Context: an optimization exercise on an open-source flow, tuned for small area. The choices shown serve that exercise and are no tape-out recipe. The RTL was checked by simulation tests, not by an equivalence proof against the original design.

**config.mk**
```make
export PLATFORM = sky130hd
export DESIGN_NAME = ir_timing_engine
export DESIGN_NICKNAME = ir_timing_engine
export VERILOG_FILES = /design/flow/design.v
export SDC_FILE = /design/flow/constraint.sdc
export NUM_CORES = 4
export LEC_CHECK = 0
export ABC_AREA = 1
export CAP_MARGIN = 20
export CORE_MARGIN = 2
export CORE_UTILIZATION = 75
export CTS_CLUSTER_DIAMETER = 80
export CTS_CLUSTER_SIZE = 24
export SLEW_MARGIN = 20
```
**constraint.sdc**
```tcl
create_clock -name core_clock -period 10.0 [get_ports {clk}]
set_input_delay 2.0000 -clock core_clock [delete_from_list [all_inputs] [get_ports {clk}]]
set_output_delay 2.0000 -clock core_clock [all_outputs]
set_load 0.01 [all_outputs]
```
**design.v**
```verilog
module ir_add #(parameter W = 32, parameter FAST = 0) (
    input  wire [W-1:0] a,
    input  wire [W-1:0] b,
    input  wire         ci,
    output wire [W-1:0] s,
    output wire         co
);
    localparam R  = FAST ? 4 : 2;
    localparam WR = (W + R - 1) / R * R;
    wire [WR-1:0] aa = {{(WR-W){1'b0}}, a};
    wire [WR-1:0] bb = {{(WR-W){1'b0}}, b};
    wire [WR-1:0] p = aa ^ bb;
    wire [WR-1:0] g = aa & bb;
    wire [WR:0]   c;
    assign c[0] = ci;
    genvar i;
    generate
        if (FAST) begin : r4
            for (i = 0; i < WR; i = i + 4) begin : g4
                assign c[i+1] = g[i] | (p[i] & c[i]);
                assign c[i+2] = g[i+1] | (p[i+1] & c[i+1]);
                assign c[i+3] = g[i+2] | (p[i+2] & c[i+2]);
                wire gg = g[i+3] | (p[i+3] & g[i+2]) | (p[i+3] & p[i+2] & g[i+1]) |
                          (p[i+3] & p[i+2] & p[i+1] & g[i]);
                wire pp = &p[i+3:i];
                assign c[i+4] = gg | (pp & c[i]);
            end
        end else begin : r2
            for (i = 0; i < WR; i = i + 2) begin : g2
                assign c[i+1] = g[i] | (p[i] & c[i]);
                assign c[i+2] = g[i+1] | (p[i+1] & g[i]) | (p[i+1] & p[i] & c[i]);
            end
        end
    endgenerate
    assign s  = p[W-1:0] ^ c[W-1:0];
    assign co = c[W];
endmodule
module ir_geq #(parameter W = 32) (
    input  wire [W-1:0] a,
    input  wire [W-1:0] b,
    input  wire         ci,
    output wire         ge
);
    wire [W:0] c;
    assign c[0] = ci;
    genvar i;
    generate
        for (i = 0; i < W; i = i + 1) begin : g1
            assign c[i+1] = (a[i] & ~b[i]) | (c[i] & (a[i] | ~b[i]));
        end
    endgenerate
    assign ge = c[W];
endmodule
module ir_config_check (
    input  wire        cv,
    input  wire        sel_gap,    
    input  wire        tol_wr,     
    input  wire [31:0] d,          
    input  wire [31:0] cfg_start,
    input  wire [31:0] cfg_short,
    input  wire [31:0] cfg_long,
    input  wire [31:0] cfg_gap,
    input  wire [31:0] cfg_tol,
    input  wire        e_sel,      
    input  wire [31:0] e_x,        
    input  wire [31:0] e_y,        
    input  wire [31:0] e_z,        
    input  wire        e_ci,       
    output wire        e_ge,
    output wire        in_start,   
    output wire        in_short,
    output wire        in_long,
    output wire        p01,        
    output wire        p02,        
    output wire        p12,        
    output wire [1:0]  sym
);
    wire [31:0] c  = sel_gap ? cfg_gap : d;
    wire [31:0] kt = tol_wr ? d : cfg_tol;
    wire [32:0] k  = cv ? {1'b0, cfg_tol} : {kt, 1'b0};
    wire [31:0] a0_in = tol_wr ? cfg_start : c;
    wire [31:0] a1_in = tol_wr ? cfg_short : c;
    wire [33:0] k1 = tol_wr ? {1'b0, k} : ~{1'b0, k};
    wire [33:0] a0, a1, a2;
    ir_add #(34) u_a0 (.a({2'b00, a0_in}),     .b({1'b0, k}), .ci(1'b0), .s(a0), .co());
    ir_add #(34) u_a1 (.a({2'b00, a1_in}),     .b(k1),        .ci(1'b0), .s(a1), .co());
    wire [31:0] a2_in = e_sel ? e_x : cfg_long;
    wire [32:0] k2    = e_sel ? {1'b0, ~e_y} : k;
    ir_add #(34) u_a2 (.a({2'b00, a2_in}), .b({1'b0, k2}), .ci(e_sel), .s(a2), .co());
    wire c0_start, c0_short, c0_long;
    ir_geq #(32) g0s (.a(a0[31:0]), .b(cfg_start), .ci(1'b1), .ge(c0_start));
    ir_geq #(32) g0h (.a(a0[31:0]), .b(cfg_short), .ci(1'b1), .ge(c0_short));
    ir_geq #(32) g0l (.a(a0[31:0]), .b(cfg_long),  .ci(1'b1), .ge(c0_long));
    wire a0_big = a0[33] | a0[32];
    wire le0_start = a0_big | c0_start;
    wire le0_short = a0_big | c0_short;
    wire le0_long  = a0_big | c0_long;
    wire c1_start, c1_short, c1_long;
    ir_geq #(32) g1s (.a(a1[31:0]), .b(cfg_start), .ci(1'b1), .ge(c1_start));
    ir_geq #(32) g1h (.a(a1[31:0]), .b(cfg_short), .ci(1'b1), .ge(c1_short));
    ir_geq #(32) g1l (.a(a1[31:0]), .b(cfg_long),  .ci(1'b1), .ge(c1_long));
    wire a1_big = tol_wr ? (a1[33] | a1[32]) : (~a1[33] & a1[32]);
    wire a1_neg = ~tol_wr & a1[33];
    wire le1_start = ~a1_neg & (a1_big | c1_start);
    wire le1_short = ~a1_neg & (a1_big | c1_short);
    wire le1_long  = ~a1_neg & (a1_big | c1_long);
    wire c2_start, c2_z;
    ir_geq #(32) g2s (.a(a2[31:0]), .b(cfg_start), .ci(1'b1), .ge(c2_start));
    ir_geq #(32) g2z (.a(a2[31:0]), .b(e_z),       .ci(e_ci), .ge(c2_z));
    wire a2_big = a2[33] | a2[32];
    wire le2_start = a2_big | c2_start;
    wire le2_short = a2_big | c2_z;
    assign e_ge = c2_z;
    assign in_start = le0_start & ~le1_start;
    assign in_short = le0_short & ~le1_short;
    assign in_long  = le0_long  & ~le1_long;
    assign p01 = le0_short & le1_start;
    assign p02 = le0_long  & le2_start;
    assign p12 = le1_long  & le2_short;
    wire has_start = |cfg_start;
    assign sym = (has_start & in_start) ? 2'd1 :
                 in_short               ? 2'd2 :
                 in_long                ? 2'd3 : 2'd0;
endmodule
module ir_timing_engine (
    input  wire        clk,
    input  wire        rst,
    input  wire        cmd_valid,
    input  wire [7:0]  cmd,
    input  wire [31:0] op_a,
    input  wire [31:0] op_b,
    output reg         rsp_valid,
    output wire [3:0]  rsp_status,
    output reg  [31:0] rsp_data,
    output wire        carrier_en,
    output wire        line_level,
    output wire        rx_listen
);
    localparam [1:0] RX_IDLE = 2'd0;
    localparam [1:0] RX_HEAD = 2'd1;
    localparam [1:0] RX_WAIT = 2'd2;
    reg [31:0] cfg_start, cfg_short, cfg_long, cfg_gap, cfg_idle, cfg_tol;
    reg [5:0]  packet_bits;
    reg        has_checksum;
    reg        active_level;
    reg        config_valid;
    reg        tx_armed;
    reg        tx_in_gap;
    reg        tx_first;         
    reg        tx_lastbit;       
    reg [5:0]  tx_remaining;
    reg [31:0] tx_buffer;
    reg [31:0] tx_last_time;
    reg        tx_buffer_set;    
    reg        tx_last_set;      
    reg        carrier;
    reg [1:0]  rx_state;
    reg [31:0] rx_packet;
    reg [5:0]  rx_bits;
    reg [31:0] rx_start_time;
    reg [31:0] rx_timeout;
    reg [31:0] rx_last_accept;
    reg        rx_set;           
    reg        faulted;
    reg [2:0]  fault_code;
    reg [2:0]  rsp_st;
    assign rsp_status = {1'b0, rsp_st};
    assign carrier_en = carrier;
    assign line_level = active_level;
    assign rx_listen  = rx_state[1];
    wire [3:0] op = cmd[3:0];
    wire [3:0] hi = cmd[7:4];
    wire hi0 = (hi == 4'd0);
    wire is_nop = (op == 4'd0);
    wire is_wr  = (op == 4'd1);
    wire is_cmt = (op == 4'd2);
    wire is_arm = (op == 4'd3);
    wire is_tck = (op == 4'd4);
    wire is_qry = (op == 4'd5);
    wire is_cls = (op == 4'd6);
    wire is_rxs = (op == 4'd7);
    wire is_rxc = (op == 4'd8);
    wire is_rxp = (op == 4'd9);
    wire legal = is_wr ? (hi <= 4'd6) : (hi0 & (op <= 4'd9));
    wire rx_idle = (rx_state == RX_IDLE);
    wire rx_head = rx_state[0];
    wire rx_wait = rx_state[1];
    wire needs_cfg = is_arm | is_cls | is_rxs | is_rxc | is_rxp;
    wire ok_pre = legal & (~faulted | is_qry);
    wire c2  = legal & faulted & ~is_qry;
    wire c3  = ok_pre & needs_cfg & ~config_valid;
    wire c4  = ok_pre & config_valid &
               ((is_rxs & tx_armed) | (is_arm & ~rx_idle));
    wire c5  = ok_pre & config_valid & ~c4 &
               ((is_rxs & ~rx_idle) | (is_rxc & ~rx_head) | (is_rxp & ~rx_wait));
    wire body = ok_pre & ~c3 & ~c4 & ~c5;
    wire raise = (~legal & ~faulted) | c3 | c4 | c5;
    wire [2:0] new_code = ~legal ? 3'd1 : c3 ? 3'd2 : c4 ? 3'd3 : 3'd4;
    wire go = cmd_valid & ~rst;
    wire run = go & body;
    wire       cfg_we = run & is_wr & ~config_valid;
    wire       w_tol  = ~config_valid & is_wr & (hi == 4'd5);
    wire       in_start, in_short, in_long, p01, p02, p12;
    wire        e_ge;
    wire [31:0] q1, q2;         
    wire [1:0] sym;
    ir_config_check u_win (
        .cv          (config_valid),
        .sel_gap     (~config_valid & is_cmt),
        .tol_wr      (w_tol),
        .d           (op_a),
        .cfg_start   (cfg_start),
        .cfg_short   (cfg_short),
        .cfg_long    (cfg_long),
        .cfg_gap     (cfg_gap),
        .cfg_tol     (cfg_tol),
        .e_sel       (is_tck | is_rxc | is_rxp),
        .e_x         (is_rxp ? op_b : op_a),
        .e_y         (q1),
        .e_z         (q2),
        .e_ci        (~(is_rxc | is_rxp)),
        .e_ge        (e_ge),
        .in_start    (in_start),
        .in_short    (in_short),
        .in_long     (in_long),
        .p01         (p01),
        .p02         (p02),
        .p12         (p12),
        .sym         (sym)
    );
    reg ov01_q, ov02_q, ov12_q;
    always @(posedge clk) begin
        if (rst) begin
            ov01_q <= 1'b1;
            ov02_q <= 1'b1;
            ov12_q <= 1'b1;
        end else if (cfg_we) begin
            case (hi)
                4'd0: begin                            
                    ov01_q <= in_short;
                    ov02_q <= in_long;
                end
                4'd1: begin                            
                    ov01_q <= in_start;
                    ov12_q <= in_long;
                end
                4'd2: begin                            
                    ov02_q <= in_start;
                    ov12_q <= in_short;
                end
                4'd5: begin                            
                    ov01_q <= p01;
                    ov02_q <= p02;
                    ov12_q <= p12;
                end
                default: ;
            endcase
        end
    end
    wire has_start = |cfg_start;
    wire bits_ok   = (packet_bits != 6'd0) && (packet_bits <= 6'd32);
    wire cfg_ok    = bits_ok & ~in_short & ~in_long & ~ov12_q &
                     ~(has_start & (ov01_q | ov02_q | in_start));
    wire q_hi = (op_a[31:5] != 27'd0);
    wire [4:0] qs = op_a[4:0];
    wire [16:0] qsel;
    genvar gi;
    generate
        for (gi = 0; gi < 17; gi = gi + 1) begin : g_qsel
            assign qsel[gi] = is_qry & (qs == gi);
        end
    endgenerate
    wire tx_bitphase = ~tx_in_gap & ~tx_first;
    wire sel_last  = (qsel[10] | is_tck) & tx_last_set;
    wire sel_rxst  = (qsel[13] | is_rxc) & rx_set;
    wire sel_rxla  = (qsel[15] | is_rxp) & rx_set;
    wire sel_gap   = qsel[4] | (is_tck & tx_in_gap);
    wire sel_long  = qsel[3] | (is_tck & tx_bitphase & tx_lastbit);
    wire sel_short = qsel[2] | (is_tck & tx_bitphase & ~tx_lastbit) | w_tol;
    wire sel_to    = (qsel[14] | is_rxc) & rx_set;
    wire sel_idle  = qsel[5] | is_rxp;
    assign      q1 = ({32{sel_last}} & tx_last_time) |
                     ({32{sel_rxst}} & rx_start_time) |
                     ({32{sel_rxla}} & rx_last_accept);
    assign      q2 = ({32{sel_gap}}   & cfg_gap) |
                     ({32{sel_long}}  & cfg_long) |
                     ({32{sel_short}} & cfg_short) |
                     ({32{sel_to}}    & rx_timeout) |
                     ({32{sel_idle}}  & cfg_idle);
    wire [31:0] status_word = {5'd0, fault_code, 2'd0, rx_bits, 2'd0, tx_remaining,
                               1'b0, carrier, faulted, rx_state, config_valid,
                               tx_in_gap, tx_armed};
    wire rx_complete;
    wire sel_pkt = (qsel[11] & rx_set & ~q_hi) | (is_rxc & rx_complete);
    wire q_ok = body & is_qry & ~q_hi;
    wire [31:0] q0 = ({32{qsel[0]}}  & status_word) |
                     ({32{qsel[1]}}  & cfg_start) |
                     ({32{qsel[6]}}  & cfg_tol) |
                     ({32{qsel[7]}}  & {22'd0, active_level, has_checksum, 2'b00, packet_bits}) |
                     ({32{qsel[8] & tx_buffer_set}} & tx_buffer) |
                     ({32{qsel[9]}}  & {26'd0, tx_remaining}) |
                     ({32{qsel[12]}} & {26'd0, rx_bits}) |
                     ({32{qsel[16]}} & {29'd0, fault_code});
    wire tx_rem_zero = (tx_remaining == 6'd0);
    wire [5:0] tx_bit_index = tx_remaining - 6'd1;
    wire tx_bit = tx_buffer[tx_bit_index[4:0]];
    wire tk_off   = ~tx_armed;
    wire tk_done  = tx_armed & tx_rem_zero;
    wire tk_act   = tx_armed & ~tx_rem_zero;
    wire tk_hold  = tk_act & ~e_ge;
    wire tk_gap   = tk_act & e_ge & ~tx_in_gap;
    wire tk_mark  = tk_act & e_ge & tx_in_gap;
    wire checksum_ok = (rx_packet[1:0] == (rx_packet[3:2] ^ 2'b01));
    assign rx_complete = (~has_checksum | checksum_ok) & (rx_bits == packet_bits);
    wire rx_expired = (|rx_timeout) & e_ge;
    wire s_start = (sym == 2'd1);
    wire s_bit   = sym[1];
    wire s_unrec = (sym == 2'd0);
    wire rx_idle_clr = s_unrec & e_ge;
    wire [31:0] mask;
    generate
        for (gi = 0; gi < 32; gi = gi + 1) begin : g_mask
            if (gi == 0) begin : m0
                assign mask[gi] = 1'b1;
            end else begin : mn
                assign mask[gi] = packet_bits[5] | (packet_bits[4:0] > gi);
            end
        end
    endgenerate
    wire [5:0] rx_bits_inc = (&rx_bits) ? rx_bits : rx_bits + 6'd1;
    reg [2:0] st_n;
    reg [3:0] dlo;
    always @(*) begin
        st_n = 3'd0;
        dlo  = 4'd0;
        if (~legal) begin
            st_n = 3'd7;
            dlo  = faulted ? {1'b0, fault_code} : 4'd1;
        end else if (c2) begin
            st_n = 3'd7;
            dlo  = is_tck ? 4'd1 : {1'b0, fault_code};
        end else if (raise) begin
            st_n = 3'd7;
            dlo  = {1'b0, new_code};
        end else begin
            case (op)
                4'd1: st_n = config_valid ? 3'd3 : 3'd0;
                4'd2: st_n = config_valid ? 3'd3 : (cfg_ok ? 3'd0 : 3'd2);
                4'd3: st_n = tx_armed ? 3'd1 : 3'd0;
                4'd4: dlo  = tk_off  ? 4'd1 :
                             tk_done ? 4'd9 :
                             tk_hold ? 4'd0 :
                             tk_gap  ? 4'd2 :
                             (tx_bit ? 4'd4 : 4'd3);
                4'd6: dlo  = {2'b00, sym};
                4'd8: st_n = rx_complete ? 3'd5 : (rx_expired ? 3'd6 : 3'd4);
                4'd9: dlo  = {1'b0, rx_idle_clr, sym};
                default: ;
            endcase
        end
    end
    wire [31:0] rsp_n = ({32{q_ok}} & (q0 | q1 | q2)) |
                        ({32{sel_pkt & body}} & rx_packet) |
                        {28'd0, dlo};
    always @(posedge clk) begin
        rsp_valid <= go;
        rsp_st    <= st_n;
        rsp_data  <= rsp_n;
    end
    wire [31:0] a_m = op_a & {32{~rst}};
    always @(posedge clk) begin
        if (rst | (cfg_we & (hi == 4'd0))) cfg_start <= a_m;
        if (rst | (cfg_we & (hi == 4'd1))) cfg_short <= a_m;
        if (rst | (cfg_we & (hi == 4'd2))) cfg_long  <= a_m;
        if (rst | (cfg_we & (hi == 4'd3))) cfg_gap   <= a_m;
        if (rst | (cfg_we & (hi == 4'd4))) cfg_idle  <= a_m;
        if (rst | (cfg_we & (hi == 4'd5))) cfg_tol   <= a_m;
        if (rst | (cfg_we & (hi == 4'd6))) begin
            packet_bits  <= a_m[5:0];
            has_checksum <= a_m[8];
            active_level <= a_m[9];
        end
    end
    wire do_arm  = run & is_arm & ~tx_armed;
    wire do_tick = run & is_tck;
    wire do_rxs  = run & is_rxs;
    wire do_rxc  = run & is_rxc;
    wire do_rxp  = run & is_rxp;
    wire do_adv  = do_tick & (tk_gap | tk_mark);
    wire pkt_clr = rst | do_rxs | (do_rxp & (s_start | rx_idle_clr));
    wire pkt_en  = pkt_clr | (do_rxp & s_bit);
    always @(posedge clk) begin
        if (pkt_en) rx_packet <= {rx_packet[30:0], sym[0]} & mask & {32{~pkt_clr}};
    end
    always @(posedge clk) begin
        if (do_arm) tx_buffer <= op_a;
        if (do_adv) tx_last_time <= op_a;
        if (do_rxs) begin
            rx_start_time <= op_b;
            rx_timeout    <= op_a;
        end
        if (do_rxs | (do_rxp & ~s_unrec)) rx_last_accept <= op_b;
    end
    always @(posedge clk) begin
        if (rst) begin
            config_valid  <= 1'b0;
            tx_armed      <= 1'b0;
            tx_in_gap     <= 1'b0;
            tx_first      <= 1'b0;
            tx_lastbit    <= 1'b0;
            tx_remaining  <= 6'd0;
            tx_buffer_set <= 1'b0;
            tx_last_set   <= 1'b0;
            carrier       <= 1'b0;
            rx_state      <= RX_IDLE;
            rx_bits       <= 6'd0;
            rx_set        <= 1'b0;
            faulted       <= 1'b0;
            fault_code    <= 3'd0;
        end else if (go) begin
            if (raise) begin
                faulted    <= 1'b1;
                fault_code <= new_code;
                carrier    <= 1'b0;
            end
            if (c2 & is_tck)
                carrier <= 1'b0;
            if (run & is_cmt & ~config_valid & cfg_ok)
                config_valid <= 1'b1;
            if (do_arm) begin
                tx_remaining  <= packet_bits;
                tx_in_gap     <= 1'b0;
                tx_first      <= 1'b1;
                tx_armed      <= 1'b1;
                tx_buffer_set <= 1'b1;
            end
            if (do_tick) begin
                if (tk_off)
                    carrier <= 1'b0;
                if (tk_done) begin
                    tx_armed <= 1'b0;
                    carrier  <= 1'b0;
                end
                if (tk_gap) begin
                    tx_in_gap   <= 1'b1;
                    carrier     <= 1'b0;
                    tx_last_set <= 1'b1;
                end
                if (tk_mark) begin
                    tx_in_gap    <= 1'b0;
                    carrier      <= 1'b1;
                    tx_remaining <= tx_bit_index;
                    tx_first     <= 1'b0;
                    tx_lastbit   <= tx_bit;
                end
            end
            if (do_rxs) begin
                rx_bits   <= 6'd0;
                rx_state  <= RX_HEAD;
                rx_set    <= 1'b1;
            end
            if (do_rxc) begin
                if (rx_complete | rx_expired)
                    rx_state <= RX_IDLE;
                else
                    rx_state <= RX_WAIT;
            end
            if (do_rxp) begin
                rx_state <= RX_HEAD;
                if (s_start | rx_idle_clr) begin
                    rx_bits   <= 6'd0;
                end else if (s_bit) begin
                    rx_bits   <= rx_bits_inc;
                end
            end
        end
    end
endmodule
```
**flow/run.sh**
```bash
#!/bin/bash
set -euo pipefail
bash standard.sh finish \
  "BUFFER_PORTS_ARGS=-buffer_cell sky130_fd_sc_hd__buf_2" \
  "CTS_ARGS=-sink_clustering_enable -repair_clock_nets -sink_clustering_size 24 -sink_clustering_max_diameter 80 -dont_use_dummy_load" \
  > orfs_flow.log 2>&1
```
**standard.sh**
```bash
#!/bin/bash
# synth_recipe.tcl (not shown) runs the flow's synth.tcl, then flattens the netlist and writes it again
# the make line also repeats each setting of config.mk as NAME=value (left out here)
make -C /OpenROAD-flow-scripts/flow DESIGN_CONFIG=/design/flow/config.mk WORK_HOME=/design/flow/orfs CLKGATE_MAP_FILE= SYNTH_SCRIPT=/design/flow/synth_recipe.tcl "${@:-finish}"
```
==> results.toml <==
[setup_path]
worst_path_top_cell_family_by_delay = "compound AO/OA/AOI/OAI gates"
start_kind = "input port"
largest_stage_delay_on_the_critical_path_ns = 0.45
r2r_cells = 43
timing_worst_setup_path_type = "in -> reg"
crit_fanout = 31
timing.critical_path.required_ns = 10.36
cpMaxStageDelayCell = "sky130_fd_sc_hd__buf_4"
critical_path_cell_count = 46
cp_data_arrival_time_ns = 9.95
critPathMostFrequentCell = "sky130_fd_sc_hd__a31o_1"
cp-end-kind = "flip-flop"
critPathBufInv = 9

[synthesis]
synthMostInstantiatedCell = "sky130_fd_sc_hd__nand2_1"
library_cell_occupying_the_most_area_in_the_post_synthesis_netlist = "sky130_fd_sc_hd__edfxtp_1"
synth_cell_types = 65
post_syn_instances = 3565
mappedNetlistArea_sq_um = 29400
postSynth.topFlopCell = "sky130_fd_sc_hd__edfxtp_1"
synth-warning-count = 1
async_flop_share_pct = 0
ys_top_cells_by_count = "796 x sky130_fd_sc_hd__nand2_1, 549 x sky130_fd_sc_hd__inv_1, 392 x sky130_fd_sc_hd__edfxtp_1, 260 x sky130_fd_sc_hd__o21ai_0, 219 x sky130_fd_sc_hd__nand3_1"
synth_area_per_cell_sq_um = 8.26
post_synth_xor_area_fraction_pct = 1.01
synth_seq_area_share_pct = 44.5
synth_area_leaders = "sky130_fd_sc_hd__edfxtp_1 40%, sky130_fd_sc_hd__nand2_1 10%, sky130_fd_sc_hd__inv_1 7.0%"
synth.mux.area_fraction_pct = 0
synth.net_count = 3785
synth-adder-area-share_pct = 7.42
synth_compound_gate_area_share_pct = 17.3
largest_family_of_logic_cells_by_synthesized_area = "simple AND/OR/NAND/NOR gates"
synthDominantCellAreaShare_pct = 40.0
yosys_register_bits = 458
synth-edff-count = 392
synthSimpleGateAreaFrac_pct = 20.9

[sta]
min_period_ns = 9.59
rsz0062_at_grt = "false"
timing.slew.headroom_pct = 15.9
fin_skew_ns = 0.0669
hold_viol = 0
maxSlewViolCount = 0
fin_tns_setup_ns = 0
max_frequency_ghz = 0.104
worst_slew_pin_slew_ns = 1.25
setup_viol = 0
final.period_utilization_pct = 95.9

[route]
wl_per_cell_um = 26.9
wl_um = 112000
drt-pass1-iter-count = 13
ant_nets_after_route = 0
drc = 0
vias_per_cell = 7.23
drtIter0Drc = 5845
route.vias.total = 30100

[finish]
drive_gt1_share_pct = 8.79
final_nets = 3864
final_area_sq_um = 31400
fill_cells = 2517
areaGrowthSynthToFinish_pct = 6.80
finish.cell_count_without_fillers = 4166

[cts]
ctsLongestPathBuffers = 3
tritoncts.num_buffers = 27
cts_sinks = 458
clock_insertion_delay_worst_skew_ns = 0.62
cts_resized = 0
ctsHoldBuffers = 0
ctsHtreeMaxLevel = 1
clk_transition_reported_paths_ns = 0.10
cts_tree = "built"
clock_tree.root_cell = "sky130_fd_sc_hd__clkbuf_16"
postCtsSetupBuffers = 0

[die]
die-width_um = 202
number_of_core_rows = 72
top_level_ports = 115
initial_utilization_pct = 76.0
core_footprint_sq_um = 38700
die_area_sq_um = 40900
die_h_um = 202

[grt]
globalRouteOverflowTotal = 0
groute.usage.overall_pct = 54.1
maximum_number_of_pins_on_one_net_before_global_route_repair = 58
first_global_vias = 29000
grt_pass1_wl_um = 167000
grt_antenna_before_repair = 10

[pwr]
vdd.ir_drop.worst_mv = 0.199
power_leakage_nw = 13.6
p_total_mw = 4.91
power_density_relative_to_cell_area_nw_per_um2 = 156

[run_status]
outcome = "complete, no violations"

[hold_path]
worst_hold_path.num_cells = 2
min_path_type = "reg -> reg"

[placement]
detailedPlacementHpwl_um = 78400
dp.cells = 4133
dpl_cell_area_sq_um = 30800
gp_congestion = 1.14
buffer_ports.inserted = 113

[job]
max_cap_violations = 0
[worst min-delay path, cell delays in order (launching register included)]
cell and delay, ns:
sky130_fd_sc_hd__edfxtp_1 0.34, sky130_fd_sc_hd__nand2_1 0.05, sky130_fd_sc_hd__nand2_1 0.04
[placed cells by master, fill, tap and decap left out, types with 54 or more instances in the layout]
cell | netlist | layout
sky130_fd_sc_hd__inv_1 | 549 | 547
sky130_fd_sc_hd__nor2_1 | 217 | 213
sky130_fd_sc_hd__dfxtp_1 | 66 | 66
sky130_fd_sc_hd__o21ai_0 | 260 | 255
sky130_fd_sc_hd__nand2_1 | 796 | 795
sky130_fd_sc_hd__buf_2 | 6 | 112
sky130_fd_sc_hd__o22ai_1 | 134 | 134
sky130_fd_sc_hd__ha_1 | 97 | 97
sky130_fd_sc_hd__a21oi_1 | 200 | 200
sky130_fd_sc_hd__buf_4 | 1 | 54
sky130_fd_sc_hd__nand3_1 | 219 | 219
sky130_fd_sc_hd__edfxtp_1 | 392 | 392
[layout make-up]
class / count / area, sq um / area share, %
Antenna cell: 6 / 15.0 / 0.0477
Clock buffer: 27 / 676 / 2.15
Inverter: 564 / 2120 / 6.75
Multi-Input combinational cell: 2425 / 13900 / 44.2
Sequential cell: 458 / 13100 / 41.6
Tap cell: 518 / 648 / 2.06
Timing Repair Buffer: 168 / 1010 / 3.20
[metal layers]
metal	routed length [um]	part of all wire (%)	GRT usage (%)
met1	34700	31	66.8
met2	45100	40	77.3
met3	21400	19	23.0
met4	10600	9.5	37.0
met5	157	0.14	0
[power breakdown]
part | internal (mW) | switching [mW]
Combinational | 0.516 | 1.03
Sequential | 2.16 | 0.0916
Clock | 0.477 | 0.634
[metrics by stage]
step           setup slack [ns]  hold slack (ns)  util (%)
2_1_floorplan             0.254            0.412         -
3_3_place_gp              0.516            0.440      79.4
5_1_grt                  0.0532            0.493      81.1
3_5_place_dp              0.203            0.441      79.4
4_1_cts                   0.787            0.459      81.1
6_report                  0.405            0.456      81.2
[cells by family after synthesis]
group,Yosys count
compound gates,832
xor+xnor,34
fa+ha+maj,146
buf+inv,682
flops,458
other cells,1
simple gates,1412
[final timing paths]
| check | endpoint | from | slack [ns] |
|---|---|---|---|
| worst min-delay path | rsp_data[31]$_DFF_P_ | rx_packet[31]$_DFFE_PP_ | 0.46 |
| worst max register to register | rx_packet[26]$_DFFE_PP_ | config_valid$_SDFFE_PP0P_ | 0.78 |
| worst max-delay path | rx_packet[26]$_DFFE_PP_ | cmd[7] | 0.41 |
| worst min register to register | rsp_data[31]$_DFF_P_ | rx_packet[31]$_DFFE_PP_ | 0.46 |

## static timing again, ports no longer ideal
Ports are ideal in the flow. The routed layout listed here was re-timed in OpenROAD.
Step 1 sets driving cells, clkbuf_16 on the clock port and buf_2 on the other inputs (assumed; they add their load-dependent delay and slew).
Step 2 also shifts input and output timing later by t, the mid clock arrival at the registers, as if the neighbouring blocks saw the same clock.
a / b / c = no drivers / after step 1 / after step 2; a / b = the first two.
shift t [ns]: 0.649
setup slack, ns: 0.405 / 0.444 / -0.206
worst setup path at the end: input to register
With both steps, setup timing fails in this run, where it was met with ideal ports. For this run, drivers alone change the setup slack by +0.039 ns; drivers and shift together by -0.611 ns.
